From an optimization exercise on the open Yosys and OpenROAD flow, aimed at small area, a short achievable clock period and few clock cycles; shortcuts taken in it are not production practice. Where RTL was checked, it was by simulation tests only, not by an equivalence proof against the original. Power and IR drop assume default switching activity.

red:
## ssb_seqgen
module ssb_seqgen (
    input  wire        clk,
    input  wire        rst,           
    input  wire        start,
    input  wire [1:0]  op,
    input  wire [11:0] len,           
    input  wire [30:0] cinit,         
    input  wire [8:0]  nid1,          
    input  wire [1:0]  nid2,          
    input  wire [9:0]  ncell,         
    input  wire [5:0]  issb,          
    input  wire [6:0]  lmax,          
    input  wire        nhf,           
    output wire        ready,
    output wire        out_valid,
    output wire [31:0] out_data,
    input  wire        out_ready
);
    localparam [1:0] OP_PRSG = 2'd0, OP_PSS = 2'd1, OP_SSS = 2'd2, OP_DMRS = 2'd3;
    localparam [126:0] XS1 = 127'h7f54cee9637b5b2470be57344f143040;
    localparam [30:0] X1_S0    = 31'h00000001;
    localparam [30:0] X1_S32   = 31'h48000000;
    localparam [30:0] X1_SWA   = 31'h48000000;
    localparam [30:0] X1_SEND  = 31'h48800000;
    localparam [30:0] X1_S1600 = 31'h5e485840;
    localparam [15:0] P_QPSK = 16'h2D41;   
    localparam [15:0] M_QPSK = 16'hD2BF;   
    reg         st_free;                  
    reg         st_start;                 
    reg         st_spend;                 
    reg         st_warm;                  
    reg         st_wa;                    
    reg         st_fb;                    
    reg         st_emit;                  
    reg         st_clr;                   
    reg         geq;                      
    reg         xq;                       
    reg  [1:0]  gop;
    reg  [30:0] x1, x2;
    reg  [11:0] rem;                      
    reg         seq_act, sss;
    reg  [6:0]  a0;                       
    reg  [6:0]  idx1;                     
    reg  [6:0]  scnt;
    reg         ovalid;
    reg  [31:0] odata;
    assign ready     = st_free;
    assign out_valid = ovalid;
    assign out_data  = odata;
    wire        op_prsg = (gop == OP_PRSG);
    wire        op_dmrs = (gop == OP_DMRS);
    wire        op_seq  = gop[0] ^ gop[1];
    function [10:0] ks_add(input [10:0] a, input [10:0] b);
        reg [10:0] g, p;
        integer i, d;
        begin
  ...
For scale: roughly 1100 cells after synthesis, roughly 140 flip-flops, about 10000 um2 of cells after synthesis.
export LEC_CHECK = 0
export CAP_MARGIN = 20
export CORE_MARGIN = 2
export CORE_UTILIZATION = 40
export CTS_BUF_LIST = sky130_fd_sc_hd__clkbuf_8
export SLEW_MARGIN = 20
create_clock -name core_clock -period 10.0 [get_ports {clk}]
standard.sh (not shown) runs the stock make flow with config.mk's settings and CLKGATE_MAP_FILE= SYNTH_SCRIPT=/design/flow/synth_recipe.tcl, a recipe that flattens the netlist after the stock synthesis.
==> flow/flow/run.sh <==
#!/bin/bash
# The standard layout (the standard.sh, unchanged synthesis), with
# repair_timing asked for extra setup margin so that the layout is
# optimised for a shorter achieved period, and ports buffered with a
# small buffer cell. Each step's output is logged.
bash standard.sh synth > synth.log 2>&1
bash standard.sh SETUP_SLACK_MARGIN=7.0 "BUFFER_PORTS_ARGS=-buffer_cell sky130_fd_sc_hd__buf_2" finish > finish.log 2>&1
Testbench counts of red, summed over its fixed seeds: cycles 16,268.
[inputs] blue vs red
diff --git a/flow/design.v b/flow/design.v
--- a/flow/design.v
+++ b/flow/design.v
@@ -27,22 +27,23 @@
     localparam [15:0] M_QPSK = 16'hD2BF;   
     reg         st_free;                  
     reg         st_start;                 
     reg         st_spend;                 
     reg         st_warm;                  
     reg         st_wa;                    
     reg         st_fb;                    
     reg         st_emit;                  
     reg         st_clr;                   
     reg         geq;                      
     reg         xq;                       
+    reg         x1pre, x2pre;             
     reg  [1:0]  gop;
     reg  [30:0] x1, x2;
     reg  [11:0] rem;                      
     reg         seq_act, sss;
     reg  [6:0]  a0;                       
     reg  [6:0]  idx1;                     
     reg  [6:0]  scnt;
     reg         ovalid;
     reg  [31:0] odata;
     assign ready     = st_free;
     assign out_valid = ovalid;
@@ -304,68 +305,70 @@
     always @(posedge clk) begin
         if (rst) begin
             st_free  <= 1'b1;
             st_start <= 1'b0;
             st_spend <= 1'b0;
             st_warm  <= 1'b0;
             st_wa    <= 1'b0;
             st_fb    <= 1'b0;
             st_emit  <= 1'b0;
             st_clr   <= 1'b0;
         end else begin
-            st_free  <= (st_free && !start) || (st_start && op_prsg && prsg_empty) ||
-                        ((st_start || st_spend) && op_seq && seq_free) ||
-                        (gold_done && !clr_go) || clr_done;
+            st_free  <= st_free_n;
             st_start <= st_free && start;
             st_spend <= (st_start || st_spend) && op_seq && !seq_free;
             st_fb    <= st_start && op_dmrs;
-            st_warm  <= st_fb || (st_start && op_prsg && !prsg_empty) ||
-                        (st_warm && !warm_end);
+            st_warm  <= st_warm_n;
             st_wa    <= st_fb || (st_start && op_prsg && !prsg_empty) ||
                         (st_wa && x1 != X1_SWA);
             st_emit  <= st_emit_n;
             st_clr   <= clr_go || (st_clr && !clr_done);
         end
     end
+    wire        st_free_n = (st_free && !start) || (st_start && op_prsg && prsg_empty) ||
+                            ((st_start || st_spend) && op_seq && seq_free) ||
+                            (gold_done && !clr_go) || clr_done;
+    wire        st_warm_n = st_fb || (st_start && op_prsg && !prsg_empty) ||
+                            (st_warm && !warm_end);
+    wire        x1pre_n   = st_free_n || (st_free && start && op[0] == op[1]) || st_warm_n;
+    wire        x2pre_n   = x1pre_n || (st_start && op_dmrs);
     wire        st_emit_n = warm_end || (st_emit && !gold_done);
     wire        seq_act_n = seq_load || (seq_act && !(seq_emit && seq_last));
     wire        geq_n     = st_emit_n && !seq_act_n;
     wire        xq_n      = geq_n && (!gop[0] || (gold_emit ? rem[4:0] == 5'd4 : rem[4:0] == 5'd2));
     always @(posedge clk) begin
         geq <= !rst && geq_n;
+        x1pre <= !rst && x1pre_n;
+        x2pre <= !rst && x2pre_n;
         xq  <= !rst && xq_n;
     end
-    wire        g_step = st_warm || (xq && slot);
+    wire        x1_en = x1pre || (xq && slot);
+    wire        x2_en = x2pre || (xq && slot);
+    wire [30:0] x1_d  = st_free  ? {5'd0, lmax == 7'd4, nhf, issb[2:0], ncell, nid2, nid1} :
+                        st_start ? (op_dmrs ? X1_S0 : X1_S32) :
+                        warm_end ? X1_S1600 : x1_step;
+    wire [30:0] x2_d  = st_free  ? cinit :
+                        st_start ? (op_dmrs ? dmrs_a : x2_jump) :
+                        st_fb    ? dmrs_b :
+                        st_wa    ? x2_jump : x2_step;
+    wire        rem_en = st_free || (st_start && op_dmrs) || gold_emit;
+    wire [11:0] rem_d  = st_free ? len : st_start ? 12'd288 : rem - (dmrs ? 12'd2 : 12'd32);
     always @(posedge clk) begin
-        if (st_free) begin
-            x1  <= {5'd0, lmax == 7'd4, nhf, issb[2:0], ncell, nid2, nid1};
-            x2  <= cinit;
-            rem <= len;
+        if (st_free)
             gop <= op;
-        end else if (st_start) begin
-            if (op_dmrs) begin
-                x1  <= X1_S0;
-                x2  <= dmrs_a;
-                rem <= 12'd288;
-            end else if (op_prsg) begin
-                x1  <= X1_S32;
-                x2  <= x2_jump;
-            end
-        end else if (st_fb) begin
-            x2 <= dmrs_b;
-        end else if (g_step) begin
-            x1 <= warm_end ? X1_S1600 : x1_step;
-            x2 <= st_wa ? x2_jump : x2_step;
-        end
-        if (gold_emit)
-            rem <= rem - (dmrs ? 12'd2 : 12'd32);
+        if (x1_en)
+            x1 <= x1_d;
+        if (x2_en)
+            x2 <= x2_d;
+        if (rem_en)
+            rem <= rem_d;
     end
     always @(posedge clk) begin
         if (rst)
             ovalid <= 1'b0;
         else
             ovalid <= seq_emit || (gold_emit && !clr_go) || clr_done || (ovalid && !out_ready);
         if (seq_emit || gold_emit)
             odata <= seq_act ? seq_word : gold_word;
         else if (st_clr)
             odata <= {odata[0] & (scnt[4:0] < rem[4:0]), odata[31:1]};
     end
### Flow results
Post-synth design cell area on blue is behind red. Changes observed in blue relative to red: transition time of the tightest slew-check pin now sits lower, final period utilization has increased, placer congestion estimate has increased. In blue, clock group share of total power is higher than in red. Compared with red, in blue maximum single-stage delay on the critical path went up 0.13 ns, number of enable flip-flop cells after synthesis went up 4.0%, worst-case register-to-register setup slack went up 0.03 ns, critical path depth went up 7. blue ended up with more standard cells than red. Relative to red, combinational power decreased by about 40% in blue. Sort blue and red by layout overhead on the synthesized area desc -> top: red. Compared with red, blue ends up with more cell area. Compared blue vs red, and pin count of the biggest net entering global routing is up in blue.
For blue, only the layout was checked, not whether the RTL still works.

==> separate check: timing with driven ports <==
The results above use ideal ports. As a check the final layouts listed here were re-extracted and re-timed, cells and wires unchanged. Step 1 assumes that a clkbuf_16 drives the clock port and a buf_2 every other input. Step 2 times the ports against the registers' clock, not the clock port: input delays grow and output delays shrink by t, the midpoint of the rising clock arrivals with the driver on. a / b / c = ideal / step 1 / step 2; a / b = the first two.
run	shift t [ns]	setup WS [ns]	hold slack, ns
red	0.497	6.949 / 6.903 / 6.510	0.511 / 0.511 / 0.511
blue	0.524	6.899 / 6.890 / 6.385	0.518 / 0.518 / 0.518
After both steps every run listed still meets setup and hold. The setup slack of blue, which loses most, moves by -0.009 ns with the drivers and by -0.514 ns with both steps.
